Source: an optimization exercise on an open RTL-to-GDS flow (aim: small area and few clock cycles). Production flows keep margins and buffers that such runs may drop.
RTL that was checked went through simulation tests only; none was proved equivalent to the original.
Power is estimated from default activity; no workload was simulated.

==> job 7064 <==
==> flow/design.v <==
module eppe_pixel_xform (
    input  wire [1:0]  rot,
    input  wire        mirror,
    input  wire        phys,       
    input  wire [15:0] x_in,       
    input  wire [15:0] y_in,       
    output wire        in_range,
    output wire [5:0]  px,         
    output wire [5:0]  py          
);
    wire [5:0] xl = x_in[5:0];
    wire [5:0] yl = y_in[5:0];
    wire       xz = (x_in[15:6] == 10'd0);
    wire       yz = (y_in[15:6] == 10'd0);
    wire       x45 = xz && (xl < 6'd45);
    wire       y45 = yz && (yl < 6'd45);
    wire       swap = rot[0] && !phys;
    assign in_range = swap ? (x45 && yz) : (xz && y45);
    wire       fx = !phys && (rot[0] ? !rot[1] : (mirror ^ rot[1]));
    wire       fy = !phys && (rot[0] ? (mirror ^ rot[1]) : rot[1]);
    wire [5:0] u  = swap ? yl : xl;
    wire [5:0] v  = swap ? xl : yl;
    assign px = u ^ {6{fx}};
    assign py = fy ? (6'd44 - v) : v;
endmodule
module eppe_clip_axis (
    input  wire [15:0] s_in,    
    input  wire [15:0] l_in,    
    input  wire        flip,
    input  wire        d64,     
    output wire [6:0]  s3,
    output wire [6:0]  l4
);
    wire [6:0]  d   = d64 ? 7'd64 : 7'd45;
    wire [16:0] t   = {s_in[15], s_in} + {l_in[15], l_in};
    wire [16:0] v   = flip ? t : {s_in[15], s_in};
    wire        neg = v[16];
    wire        big = !v[16] && ((v[15:7] != 9'd0) || (v[6:0] > d));
    wire [6:0]  vc  = neg ? 7'd0 : (big ? d : v[6:0]);
    assign s3 = flip ? (d - vc) : vc;
    wire [6:0]  rem = d - s3;
    wire        lneg = l_in[15];
    wire        lbig = !lneg && ((l_in[14:7] != 8'd0) || (l_in[6:0] > rem));
    assign l4 = lneg ? 7'd0 : (lbig ? rem : l_in[6:0]);
endmodule
module eppe_win_clip (
    input  wire [1:0]  rot,
    input  wire        mirror,
    input  wire [15:0] x_in,    
    input  wire [15:0] y_in,    
    input  wire [15:0] w_in,    
    input  wire [15:0] h_in,    
    output wire [3:0]  xa8,     
    output wire [3:0]  xe8,     
    output wire [5:0]  ya,      
    output wire [5:0]  ha       
);
    wire [6:0] sa, la, sb, lb;
    eppe_clip_axis u_a (.s_in(x_in), .l_in(w_in), .flip(rot[1] ^ mirror),
                        .d64(!rot[0]), .s3(sa), .l4(la));
    eppe_clip_axis u_b (.s_in(y_in), .l_in(h_in), .flip(rot[1] ^ rot[0]),
                        .d64(rot[0]), .s3(sb), .l4(lb));
    wire [6:0] x3 = rot[0] ? sb : sa;
    wire [6:0] w4 = rot[0] ? lb : la;
    wire [6:0] y3 = rot[0] ? sa : sb;
    wire [6:0] h4 = rot[0] ? la : lb;
    wire [6:0] xe = x3 + w4 + 7'd7;
    assign xa8 = x3[6:3];
    assign xe8 = (w4 == 7'd0) ? x3[6:3] : xe[6:3];
    assign ya  = y3[5:0];
    assign ha  = h4[5:0];
endmodule
module eppe_page_engine (
    input  wire        clk,
    input  wire        rst,
    input  wire        cmd_valid,
    output wire        cmd_ready,
    input  wire [2:0]  cmd_op,
    input  wire [2:0]  cmd_arg,
    input  wire [15:0] cmd_x,
    input  wire [15:0] cmd_y,
    input  wire [15:0] cmd_w,
    input  wire [15:0] cmd_h,
    output wire        out_valid,
    input  wire        out_ready,
    output wire [7:0]  out_data,
    output wire [15:0] page,
    output wire [1:0]  rot,
    output wire        mirror,
    output wire        win_part,
    output wire [15:0] win_x,
    output wire [15:0] win_y,
    output wire [15:0] win_w,
    output wire [15:0] win_h,
    output wire [1:0]  diag
);
    localparam [2:0] OP_SET_ROTATION  = 3'd0;
    localparam [2:0] OP_SET_FULL_WIN  = 3'd1;
    localparam [2:0] OP_SET_PART_WIN  = 3'd2;
    localparam [2:0] OP_FILL          = 3'd3;
    localparam [2:0] OP_SET_PIXEL     = 3'd4;
    localparam [2:0] OP_SET_PIXEL_PHY = 3'd5;
    localparam [2:0] OP_BEGIN_FRAME   = 3'd6;
    localparam [2:0] OP_ADVANCE_PAGE  = 3'd7;
    reg  [1:0]  s_rot;
    reg         s_mirror;
    reg         s_win_part;
    reg  [3:0]  s_wx8, s_we8;              
    reg  [5:0]  s_wy, s_wh;
    reg  [3:0]  p_c0, p_c1;                
    reg  [5:0]  p_y0, p_y1;                
    reg  [3:0]  s_cur;                     
    reg         diag_badcmd, diag_passlock;
    reg  [1:0]  ph;                        
    reg  [2:0]  cw;                        
    reg         cw_all;                    
    reg         cv0, cv1;                  
    reg         streaming;
    reg  [2:0]  st_r, st_r0, st_rl;        
    reg  [2:0]  st_c, st_c0, st_cl;        
    reg  [1:0]  st_j;                      
    wire active = !(s_cur[3] && s_cur[0]);
    assign page     = active ? {12'd0, s_cur} : 16'hFFFF;
    assign rot      = s_rot;
    assign mirror   = s_mirror;
    assign win_part = s_win_part;
    assign win_x    = s_win_part ? {9'd0, s_wx8, 3'd0} : 16'd0;
    assign win_y    = s_win_part ? {10'd0, s_wy} : 16'd0;
    assign win_w    = s_win_part ? {9'd0, s_we8 - s_wx8, 3'd0} : 16'd64;
    assign win_h    = s_win_part ? {10'd0, s_wh} : 16'd45;
    assign diag     = {diag_passlock, diag_badcmd};
    wire       pix_in_range;
    wire [5:0] pix_x, pix_y;
    eppe_pixel_xform u_xform (
        .rot(s_rot), .mirror(s_mirror), .phys(cmd_op[0]),
        .x_in(cmd_x), .y_in(cmd_y),
        .in_range(pix_in_range), .px(pix_x), .py(pix_y)
    );
    wire [3:0] clip_x8, clip_e8;
    wire [5:0] clip_y, clip_h;
    eppe_win_clip u_clip (
        .rot(s_rot), .mirror(s_mirror),
        .x_in(cmd_x), .y_in(cmd_y), .w_in(cmd_w), .h_in(cmd_h),
        .xa8(clip_x8), .xe8(clip_e8), .ya(clip_y), .ha(clip_h)
    );
    wire [5:0] pg_start = {s_cur, 2'b00} + {2'b00, s_cur};    
    wire [5:0] pix_dr   = pix_y - pg_start;
    wire       row_ok   = (pix_y >= pg_start) && (pix_dr < 6'd5);
    wire [2:0] pix_r    = pix_dr[2:0];
    wire [2:0] pix_c    = pix_x[5:3];
    wire [1:0] pix_q    = pix_x[2:1];                         
    wire       pix_lo   = pix_x[0];                           
    wire [6:0] d0 = {1'b0, p_y0} - {1'b0, pg_start};
    wire [6:0] d1 = {1'b0, p_y1} - {1'b0, pg_start};
    wire [2:0] pr_r0 = d0[6] ? 3'd0 : d0[2:0];
    wire [2:0] pr_r1 = (!d1[6] && d1[5:0] > 6'd5) ? 3'd5 : d1[2:0];
    wire       rows_ok = !d1[6] && (d1 != 7'd0) && (d0[6] || d0[5:0] < 6'd5) &&
                         (d0[6] || d1[6:0] > d0[6:0]);
    wire       pr_empty = (p_c1 <= p_c0) || !rows_ok;
    wire st_lastc = (st_c == st_cl);
    wire st_lastr = (st_r == st_rl);
    wire st_vld   = streaming && (ph == st_j);
    wire st_take  = st_vld && out_ready;
    wire st_rd    = st_take && (st_j == 2'd3);            
    wire st_end   = st_rd && st_lastc && st_lastr;
    wire [1:0] head_b, head_a;                            
    function [3:0] nib_code(input bk, input ak);
        nib_code = bk ? 4'h0 : (ak ? 4'h4 : 4'h3);
    endfunction
    assign out_data  = {nib_code(head_b[1], head_a[1]), nib_code(head_b[0], head_a[0])};
    assign out_valid = st_vld;
    wire pend_col = (pix_c >= st_c0) && (pix_c <= st_cl);
    wire pend_row = ((pix_r == st_r) && (pix_c >= st_c)) ||
                    ((pix_r > st_r) && (pix_r <= st_rl));
    wire pix_pend = streaming && pend_col && pend_row;
    wire is_pix   = (cmd_op == OP_SET_PIXEL) || (cmd_op == OP_SET_PIXEL_PHY);
    wire col3     = (cmd_arg[1:0] == 2'd3);
    wire pix_do   = is_pix && !col3 && active && pix_in_range && row_ok;
    wire busy     = streaming && !st_end;
    wire cw_on    = (cw != 3'd0);
    reg stall;
    always @* begin
        case (cmd_op)
            OP_FILL:          stall = streaming && active && !col3;
            OP_SET_PIXEL,
            OP_SET_PIXEL_PHY: stall = pix_do && (pix_pend || ph != pix_q);
            OP_BEGIN_FRAME:   stall = streaming && active;
            OP_ADVANCE_PAGE:  stall = active && (busy || cw_on);
            default:          stall = 1'b0;
        endcase
    end
    assign cmd_ready = !stall;
    wire accept = cmd_valid && !stall;
    wire [3:0] next_cur = (s_cur == 4'd8) ? 4'hF : s_cur + 4'd1;
    always @(posedge clk) begin
        if (rst) begin
            s_rot         <= 2'd0;
            s_mirror      <= 1'b0;
            s_win_part    <= 1'b0;
            s_cur         <= 4'hF;
            diag_badcmd   <= 1'b0;
            diag_passlock <= 1'b0;
            streaming     <= 1'b0;
            ph            <= 2'd0;
            cw            <= 3'd0;
        end else begin
            ph <= ph + 2'd1;
            if (cw_on) cw <= cw - 3'd1;
            if (st_take) st_j <= st_j + 2'd1;
            if (st_rd) begin
                if (st_lastc) begin
                    st_c <= st_c0;
                    st_r <= st_r + 3'd1;
                end else begin
                    st_c <= st_c + 3'd1;
                end
            end
            if (st_end) streaming <= 1'b0;
            if (accept) begin
                case (cmd_op)
                    OP_SET_ROTATION: begin
                        s_rot    <= cmd_arg[1:0];
                        s_mirror <= cmd_arg[2];
                    end
                    OP_SET_FULL_WIN: begin
                        if (active) diag_passlock <= 1'b1;
                        else        s_win_part    <= 1'b0;
                    end
                    OP_SET_PART_WIN: begin
                        if (active) begin
                            diag_passlock <= 1'b1;
                        end else begin
                            s_win_part <= 1'b1;
                            s_wx8      <= clip_x8;
                            s_we8      <= clip_e8;
                            s_wy       <= clip_y;
                            s_wh       <= clip_h;
                        end
                    end
                    OP_FILL: begin
                        if (col3) begin
                            diag_badcmd <= 1'b1;
                        end else if (active) begin
                            cw     <= 3'd4;
                            cw_all <= 1'b1;
                            cv0    <= (cmd_arg[1:0] == 2'd1);
                            cv1    <= (cmd_arg[1:0] == 2'd2);
                        end
                    end
                    OP_SET_PIXEL, OP_SET_PIXEL_PHY: begin
                        if (col3) diag_badcmd <= 1'b1;
                    end
                    OP_BEGIN_FRAME: begin
                        p_c0  <= s_win_part ? s_wx8 : 4'd0;
                        p_c1  <= s_win_part ? s_we8 : 4'd8;
                        p_y0  <= s_win_part ? s_wy : 6'd0;
                        p_y1  <= s_win_part ? s_wy + s_wh : 6'd45;
                        s_cur <= 4'd0;
                        if (!streaming) begin
                            cw     <= 3'd4;
                            cw_all <= 1'b1;
                            cv0    <= 1'b0;
                            cv1    <= 1'b0;
                        end
                    end
                    OP_ADVANCE_PAGE: begin
                        if (active) begin
                            s_cur  <= next_cur;
                            cw     <= 3'd4;
                            cw_all <= pr_empty;
                            cv0    <= 1'b0;
                            cv1    <= 1'b0;
                            if (!pr_empty) begin
                                streaming <= 1'b1;
                                st_r  <= pr_r0;
                                st_r0 <= pr_r0;
                                st_rl <= pr_r1 - 3'd1;
                                st_c  <= p_c0[2:0];
                                st_c0 <= p_c0[2:0];
                                st_cl <= p_c1[2:0] - 3'd1;
                                st_j  <= 2'd0;
                            end
                        end
                    end
                    default: ;
                endcase
            end
        end
    end
    wire pix_wr = accept && pix_do;
    wire col0   = (cmd_arg[1:0] == 2'd1);
    wire col1   = (cmd_arg[1:0] == 2'd2);
    wire [79:0] heads_b, heads_a;           
    reg  [4:0] row_clr, row_rd, row_wr;
    reg  [7:0] col_clr, col_rd, col_hi, col_lo;
    integer i;
    always @* begin
        for (i = 0; i < 5; i = i + 1) begin
            row_clr[i] = cw_on && (cw_all || i < st_r0 || i > st_rl);
            row_rd[i]  = st_take && (st_r == i);
            row_wr[i]  = pix_wr && (pix_r == i);
        end
        for (i = 0; i < 8; i = i + 1) begin
            col_clr[i] = cw_on && (cw_all || i < st_c0 || i > st_cl);
            col_rd[i]  = (st_c == i);
            col_hi[i]  = (pix_c == i) && !pix_lo;
            col_lo[i]  = (pix_c == i) && pix_lo;
        end
    end
    genvar gr, gc;
    generate
        for (gr = 0; gr < 5; gr = gr + 1) begin : g_row
            for (gc = 0; gc < 8; gc = gc + 1) begin : g_col
                reg  [1:0] b0, b1, b2, b3;            
                reg  [1:0] a0, a1, a2, a3;            
                wire clr    = row_clr[gr] || col_clr[gc] || (row_rd[gr] && col_rd[gc]);
                wire wr_hi  = row_wr[gr] && col_hi[gc];
                wire wr_lo  = row_wr[gr] && col_lo[gc];
                wire [1:0] nb, na;
                assign nb[1] = wr_hi ? col0 : (clr ? cv0 : b0[1]);
                assign nb[0] = wr_lo ? col0 : (clr ? cv0 : b0[0]);
                assign na[1] = wr_hi ? col1 : (clr ? cv1 : a0[1]);
                assign na[0] = wr_lo ? col1 : (clr ? cv1 : a0[0]);
                always @(posedge clk) begin
                    b0 <= b1; b1 <= b2; b2 <= b3; b3 <= nb;
                    a0 <= a1; a1 <= a2; a2 <= a3; a3 <= na;
                end
                assign heads_b[(gr*8+gc)*2 +: 2] = b0;
                assign heads_a[(gr*8+gc)*2 +: 2] = a0;
            end
        end
    endgenerate
    assign head_b = heads_b[{st_r, st_c, 1'b0} +: 2];
    assign head_a = heads_a[{st_r, st_c, 1'b0} +: 2];
endmodule
==> flow/run.sh <==
#!/bin/bash
# synth_recipe.tcl (not shown) runs the flow's synth.tcl, then flattens the netlist and writes it again
# the make line also repeats each setting of config.mk as NAME=value (left out here)
make -C /OpenROAD-flow-scripts/flow DESIGN_CONFIG=/design/flow/config.mk WORK_HOME=/design/flow/orfs CLKGATE_MAP_FILE= SYNTH_SCRIPT=/design/flow/synth_recipe.tcl finish
==> flow/config.mk <==
export PLATFORM = sky130hd
export DESIGN_NAME = eppe_page_engine
export DESIGN_NICKNAME = eppe_page_engine
export VERILOG_FILES = /design/flow/design.v
export SDC_FILE = /design/flow/constraint.sdc
export NUM_CORES = 4
export LEC_CHECK = 0
export CAP_MARGIN = 20
export CORE_MARGIN = 2
export CORE_UTILIZATION = 40
export SLEW_MARGIN = 40
==> flow/constraint.sdc <==
create_clock -name core_clock -period 20.0 [get_ports {clk}]
set_input_delay 4.0000 -clock core_clock [delete_from_list [all_inputs] [get_ports {clk}]]
set_output_delay 4.0000 -clock core_clock [all_outputs]
set_load 0.01 [all_outputs]
==> job 4383: changes against job 7064 <==
==> flow/design.v, changed modules only <==
module eppe_clip_axis (
    input  wire [15:0] s_in,    
    input  wire [15:0] l_in,    
    input  wire        flip,
    input  wire        d64,     
    output wire [6:0]  s3,
    output wire [6:0]  l4
);
    wire [6:0]  d   = d64 ? 7'd64 : 7'd45;
    wire [16:0] t   = {s_in[15], s_in} + {l_in[15], l_in};
    wire [16:0] v   = flip ? t : {s_in[15], s_in};
    wire        neg = v[16];
    wire        big = !v[16] && ((v[15:7] != 9'd0) || (v[6:0] > d));
    wire [6:0]  vc  = neg ? 7'd0 : (big ? d : v[6:0]);
    wire [6:0]  dm  = d - vc;
    assign s3 = flip ? dm : vc;
    wire [6:0]  rem = flip ? vc : dm;
    wire        lneg = l_in[15];
    wire        lbig = !lneg && ((l_in[14:7] != 8'd0) || (l_in[6:0] > rem));
    assign l4 = lneg ? 7'd0 : (lbig ? rem : l_in[6:0]);
endmodule
module eppe_page_engine (
    input  wire        clk,
    input  wire        rst,
    input  wire        cmd_valid,
    output wire        cmd_ready,
    input  wire [2:0]  cmd_op,
    input  wire [2:0]  cmd_arg,
    input  wire [15:0] cmd_x,
    input  wire [15:0] cmd_y,
    input  wire [15:0] cmd_w,
    input  wire [15:0] cmd_h,
    output wire        out_valid,
    input  wire        out_ready,
    output wire [7:0]  out_data,
    output wire [15:0] page,
    output wire [1:0]  rot,
    output wire        mirror,
    output wire        win_part,
    output wire [15:0] win_x,
    output wire [15:0] win_y,
    output wire [15:0] win_w,
    output wire [15:0] win_h,
    output wire [1:0]  diag
);
    localparam [2:0] OP_SET_ROTATION  = 3'd0;
    localparam [2:0] OP_SET_FULL_WIN  = 3'd1;
    localparam [2:0] OP_SET_PART_WIN  = 3'd2;
    localparam [2:0] OP_FILL          = 3'd3;
    localparam [2:0] OP_SET_PIXEL     = 3'd4;
    localparam [2:0] OP_SET_PIXEL_PHY = 3'd5;
    localparam [2:0] OP_BEGIN_FRAME   = 3'd6;
    localparam [2:0] OP_ADVANCE_PAGE  = 3'd7;
    reg  [1:0]  s_rot;
    reg         s_mirror;
    reg         s_win_part;
    reg  [3:0]  s_wx8, s_we8;              
    reg  [5:0]  s_wy, s_wh;
    reg  [3:0]  p_c0, p_c1;                
    reg  [5:0]  p_y0, p_y1;                
    reg  [3:0]  s_cur;                     
    reg         diag_badcmd, diag_passlock;
    reg  [1:0]  ph;                        
    reg  [2:0]  cw;                        
    reg         cw_all;                    
    reg         cv0, cv1;                  
    reg         streaming;
    reg  [2:0]  st_r, st_r0, st_rl;        
    reg  [2:0]  st_c, st_c0, st_cl;        
    reg  [1:0]  st_j;                      
    wire active = !(s_cur[3] && s_cur[0]);
    assign page     = active ? {12'd0, s_cur} : 16'hFFFF;
    assign rot      = s_rot;
    assign mirror   = s_mirror;
    assign win_part = s_win_part;
    assign win_x    = s_win_part ? {9'd0, s_wx8, 3'd0} : 16'd0;
    assign win_y    = s_win_part ? {10'd0, s_wy} : 16'd0;
    assign win_w    = s_win_part ? {9'd0, s_we8 - s_wx8, 3'd0} : 16'd64;
    assign win_h    = s_win_part ? {10'd0, s_wh} : 16'd45;
    assign diag     = {diag_passlock, diag_badcmd};
    wire       pix_in_range;
    wire [5:0] pix_x, pix_y;
    eppe_pixel_xform u_xform (
        .rot(s_rot), .mirror(s_mirror), .phys(cmd_op[0]),
        .x_in(cmd_x), .y_in(cmd_y),
        .in_range(pix_in_range), .px(pix_x), .py(pix_y)
    );
    reg        clip_step;                  
    wire       clip_sw = s_rot[0] ^ clip_step;      
    wire [6:0] ax_s3, ax_l4;
    eppe_clip_axis u_axis (
        .s_in(clip_sw ? cmd_y : cmd_x), .l_in(clip_sw ? cmd_h : cmd_w),
        .flip(clip_step ? (s_rot[0] ? (s_rot[1] ^ s_mirror) : s_rot[1])
                        : (s_rot[0] ? !s_rot[1] : (s_rot[1] ^ s_mirror))),
        .d64(!clip_step), .s3(ax_s3), .l4(ax_l4)
    );
    wire [6:0] ax_xe  = ax_s3 + ax_l4 + 7'd7;
    wire [3:0] clip_x8 = ax_s3[6:3];
    wire [3:0] clip_e8 = (ax_l4 == 7'd0) ? ax_s3[6:3] : ax_xe[6:3];
    wire [5:0] pg_start = {s_cur, 2'b00} + {2'b00, s_cur};    
    wire [5:0] pix_dr   = pix_y - pg_start;
    wire       row_ok   = (pix_y >= pg_start) && (pix_dr < 6'd5);
    wire [2:0] pix_r    = pix_dr[2:0];
    wire [2:0] pix_c    = pix_x[5:3];
    wire [1:0] pix_q    = pix_x[2:1];                         
    wire       pix_lo   = pix_x[0];                           
    wire [6:0] d0 = {1'b0, p_y0} - {1'b0, pg_start};
    wire [6:0] d1 = {1'b0, p_y1} - {1'b0, pg_start};
    wire [2:0] pr_r0 = d0[6] ? 3'd0 : d0[2:0];
    wire [2:0] pr_r1 = (!d1[6] && d1[5:0] > 6'd5) ? 3'd5 : d1[2:0];
    wire       rows_ok = !d1[6] && (d1 != 7'd0) && (d0[6] || d0[5:0] < 6'd5) &&
                         (d0[6] || d1[6:0] > d0[6:0]);
    wire       pr_empty = (p_c1 <= p_c0) || !rows_ok;
    wire st_lastc = (st_c == st_cl);
    wire st_lastr = (st_r == st_rl);
    wire st_vld   = streaming && (ph == st_j);
    wire st_take  = st_vld && out_ready;
    wire st_rd    = st_take && (st_j == 2'd3);            
    wire st_end   = st_rd && st_lastc && st_lastr;
    wire [1:0] head_b, head_a;                            
    function [3:0] nib_code(input bk, input ak);
        nib_code = bk ? 4'h0 : (ak ? 4'h4 : 4'h3);
    endfunction
    assign out_data  = {nib_code(head_b[1], head_a[1]), nib_code(head_b[0], head_a[0])};
    assign out_valid = st_vld;
    wire pend_col = (pix_c >= st_c0) && (pix_c <= st_cl);
    wire pend_row = ((pix_r == st_r) && (pix_c >= st_c)) ||
                    ((pix_r > st_r) && (pix_r <= st_rl));
    wire pix_pend = streaming && pend_col && pend_row;
    wire is_pix   = (cmd_op == OP_SET_PIXEL) || (cmd_op == OP_SET_PIXEL_PHY);
    wire col3     = (cmd_arg[1:0] == 2'd3);
    wire pix_do   = is_pix && !col3 && active && pix_in_range && row_ok;
    wire busy     = streaming && !st_end;
    wire cw_on    = (cw != 3'd0);
    reg stall;
    always @* begin
        case (cmd_op)
            OP_FILL:          stall = streaming && active && !col3;
            OP_SET_PIXEL,
            OP_SET_PIXEL_PHY: stall = pix_do && (pix_pend || ph != pix_q);
            OP_BEGIN_FRAME:   stall = streaming && active;
            OP_ADVANCE_PAGE:  stall = active && (busy || cw_on);
            OP_SET_PART_WIN:  stall = !active && !clip_step;
            default:          stall = 1'b0;
        endcase
    end
    assign cmd_ready = !stall;
    wire accept = cmd_valid && !stall;
    wire [3:0] next_cur = (s_cur == 4'd8) ? 4'hF : s_cur + 4'd1;
    always @(posedge clk) begin
        if (rst) begin
            s_rot         <= 2'd0;
            s_mirror      <= 1'b0;
            s_win_part    <= 1'b0;
            s_cur         <= 4'hF;
            diag_badcmd   <= 1'b0;
            diag_passlock <= 1'b0;
            streaming     <= 1'b0;
            ph            <= 2'd0;
            cw            <= 3'd0;
            clip_step     <= 1'b0;
        end else begin
            if (cmd_valid && cmd_op == OP_SET_PART_WIN && !active && !clip_step) begin
                clip_step <= 1'b1;
                p_c0      <= clip_x8;
                p_c1      <= clip_e8;
            end
            ph <= ph + 2'd1;
            if (cw_on) cw <= cw - 3'd1;
            if (st_take) st_j <= st_j + 2'd1;
            if (st_rd) begin
                if (st_lastc) begin
                    st_c <= st_c0;
                    st_r <= st_r + 3'd1;
                end else begin
                    st_c <= st_c + 3'd1;
                end
            end
            if (st_end) streaming <= 1'b0;
            if (accept) begin
                case (cmd_op)
                    OP_SET_ROTATION: begin
                        s_rot    <= cmd_arg[1:0];
                        s_mirror <= cmd_arg[2];
                    end
                    OP_SET_FULL_WIN: begin
                        if (active) diag_passlock <= 1'b1;
                        else        s_win_part    <= 1'b0;
                    end
                    OP_SET_PART_WIN: begin
                        if (active) begin
                            diag_passlock <= 1'b1;
                        end else begin
                            s_win_part <= 1'b1;
                            clip_step  <= 1'b0;
                            s_wx8      <= p_c0;
                            s_we8      <= p_c1;
                            s_wy       <= ax_s3[5:0];
                            s_wh       <= ax_l4[5:0];
                        end
                    end
                    OP_FILL: begin
                        if (col3) begin
                            diag_badcmd <= 1'b1;
                        end else if (active) begin
                            cw     <= 3'd4;
                            cw_all <= 1'b1;
                            cv0    <= (cmd_arg[1:0] == 2'd1);
                            cv1    <= (cmd_arg[1:0] == 2'd2);
                        end
                    end
                    OP_SET_PIXEL, OP_SET_PIXEL_PHY: begin
                        if (col3) diag_badcmd <= 1'b1;
                    end
                    OP_BEGIN_FRAME: begin
                        p_c0  <= s_win_part ? s_wx8 : 4'd0;
                        p_c1  <= s_win_part ? s_we8 : 4'd8;
                        p_y0  <= s_win_part ? s_wy : 6'd0;
                        p_y1  <= s_win_part ? s_wy + s_wh : 6'd45;
                        s_cur <= 4'd0;
                        if (!streaming) begin
                            cw     <= 3'd4;
                            cw_all <= 1'b1;
                            cv0    <= 1'b0;
                            cv1    <= 1'b0;
                        end
                    end
                    OP_ADVANCE_PAGE: begin
                        if (active) begin
                            s_cur  <= next_cur;
                            cw     <= 3'd4;
                            cw_all <= pr_empty;
                            cv0    <= 1'b0;
                            cv1    <= 1'b0;
                            if (!pr_empty) begin
                                streaming <= 1'b1;
                                st_r  <= pr_r0;
                                st_r0 <= pr_r0;
                                st_rl <= pr_r1 - 3'd1;
                                st_c  <= p_c0[2:0];
                                st_c0 <= p_c0[2:0];
                                st_cl <= p_c1[2:0] - 3'd1;
                                st_j  <= 2'd0;
                            end
                        end
                    end
                    default: ;
                endcase
            end
        end
    end
    wire pix_wr = accept && pix_do;
    wire col0   = (cmd_arg[1:0] == 2'd1);
    wire col1   = (cmd_arg[1:0] == 2'd2);
    wire [79:0] heads_b, heads_a;           
    reg  [4:0] row_clr, row_rd, row_wr;
    reg  [7:0] col_clr, col_rd, col_hi, col_lo;
    integer i;
    always @* begin
        for (i = 0; i < 5; i = i + 1) begin
            row_clr[i] = cw_on && (cw_all || i < st_r0 || i > st_rl);
            row_rd[i]  = st_take && (st_r == i);
            row_wr[i]  = pix_wr && (pix_r == i);
        end
        for (i = 0; i < 8; i = i + 1) begin
            col_clr[i] = cw_on && (cw_all || i < st_c0 || i > st_cl);
            col_rd[i]  = (st_c == i);
            col_hi[i]  = (pix_c == i) && !pix_lo;
            col_lo[i]  = (pix_c == i) && pix_lo;
        end
    end
    genvar gr, gc;
    generate
        for (gr = 0; gr < 5; gr = gr + 1) begin : g_row
            for (gc = 0; gc < 8; gc = gc + 1) begin : g_col
                wire clr    = row_clr[gr] || col_clr[gc] || (row_rd[gr] && col_rd[gc]);
                wire wr_hi  = row_wr[gr] && col_hi[gc];
                wire wr_lo  = row_wr[gr] && col_lo[gc];
                wire [1:0] b0, a0;
                eppe_ring u_ring (
                    .clk(clk), .clr(clr), .wr_hi(wr_hi), .wr_lo(wr_lo),
                    .col0(col0), .col1(col1), .cv0(cv0), .cv1(cv1),
                    .head_b(b0), .head_a(a0)
                );
                assign heads_b[(gr*8+gc)*2 +: 2] = b0;
                assign heads_a[(gr*8+gc)*2 +: 2] = a0;
            end
        end
    endgenerate
    assign head_b = heads_b[{st_r, st_c, 1'b0} +: 2];
    assign head_a = heads_a[{st_r, st_c, 1'b0} +: 2];
endmodule
module eppe_ring (
    input  wire       clk,
    input  wire       clr,
    input  wire       wr_hi,
    input  wire       wr_lo,
    input  wire       col0, col1,      
    input  wire       cv0, cv1,        
    output wire [1:0] head_b,
    output wire [1:0] head_a
);
    reg  [1:0] b0, b1, b2, b3;         
    reg  [1:0] a0, a1, a2, a3;         
    wire [1:0] nb, na;
    assign nb[1] = wr_hi ? col0 : (clr ? cv0 : b0[1]);
    assign nb[0] = wr_lo ? col0 : (clr ? cv0 : b0[0]);
    assign na[1] = wr_hi ? col1 : (clr ? cv1 : a0[1]);
    assign na[0] = wr_lo ? col1 : (clr ? cv1 : a0[0]);
    always @(posedge clk) begin
        b0 <= b1; b1 <= b2; b2 <= b3; b3 <= nb;
        a0 <= a1; a1 <= a2; a2 <= a3; a3 <= na;
    end
    assign head_b = b0;
    assign head_a = a0;
endmodule
// module eppe_win_clip removed
--- a/flow/config.mk
+++ b/flow/config.mk
@@ -8,4 +8,6 @@
 export CAP_MARGIN = 20
 export CORE_MARGIN = 2
 export CORE_UTILIZATION = 40
+export CTS_BUF_LIST = sky130_fd_sc_hd__clkbuf_8
+export CTS_CLUSTER_SIZE = 30
 export SLEW_MARGIN = 40
==> results.txt <==
In job 7064 the via count is larger than in job 4383, by 8.3%.
Flip-flop and latch count: job 4383 is higher than job 7064 (1).
Of job 7064 and job 4383, job 7064 has the higher global-route usage (gap 1.2 points).
Between job 4383 and job 7064, the lower combinational power is in job 7064 (gap about 10%, measured against job 7064).
In utilization, job 7064 and job 4383 hardly differ.
Between job 7064 and job 4383, the lower first-iteration DRC count is in job 4383 (gap about 3%, measured against job 4383).
Of job 7064 and job 4383, job 4383 has the higher sequential share of layout area (gap 2.7 points).
Against job 4383, the die area of job 7064 is higher by 5.2%.
Between job 7064 and job 4383, the lower critical path depth is in job 4383 (gap 6).
Testbench counts of job 7064, summed over its fixed seeds: cycles 22,086.
For job 4383, only the layout was checked, not whether the RTL still works.

==> re-timing with driven ports <==
The results above use ideal ports. As a check the final layouts listed here were re-extracted and re-timed, cells and wires unchanged. Step 1 (the two cells are an assumption about what drives the block):
set clk [get_ports {clk}]
set_driving_cell -lib_cell sky130_fd_sc_hd__clkbuf_16 $clk
set_driving_cell -lib_cell sky130_fd_sc_hd__buf_2 [delete_from_list [all_inputs] $clk]
Step 2 also shifts input and output timing later by t, the mid clock arrival at the registers, as if the neighbouring blocks saw the same clock. Slacks: ideal / step 1 / step 2; pairs: ideal / step 1.
run	shift t [ns]	slack for setup (ns)	worst slew at a driven data input, ns
job 7064	0.659	4.976 / 5.011 / 4.352	0.09
job 4383	0.754	6.011 / 6.042 / 5.288	0.10
After both steps every run listed still meets setup and hold. For job 4383, which loses most, drivers alone change the setup slack by +0.031 ns; drivers and shift together by -0.723 ns.
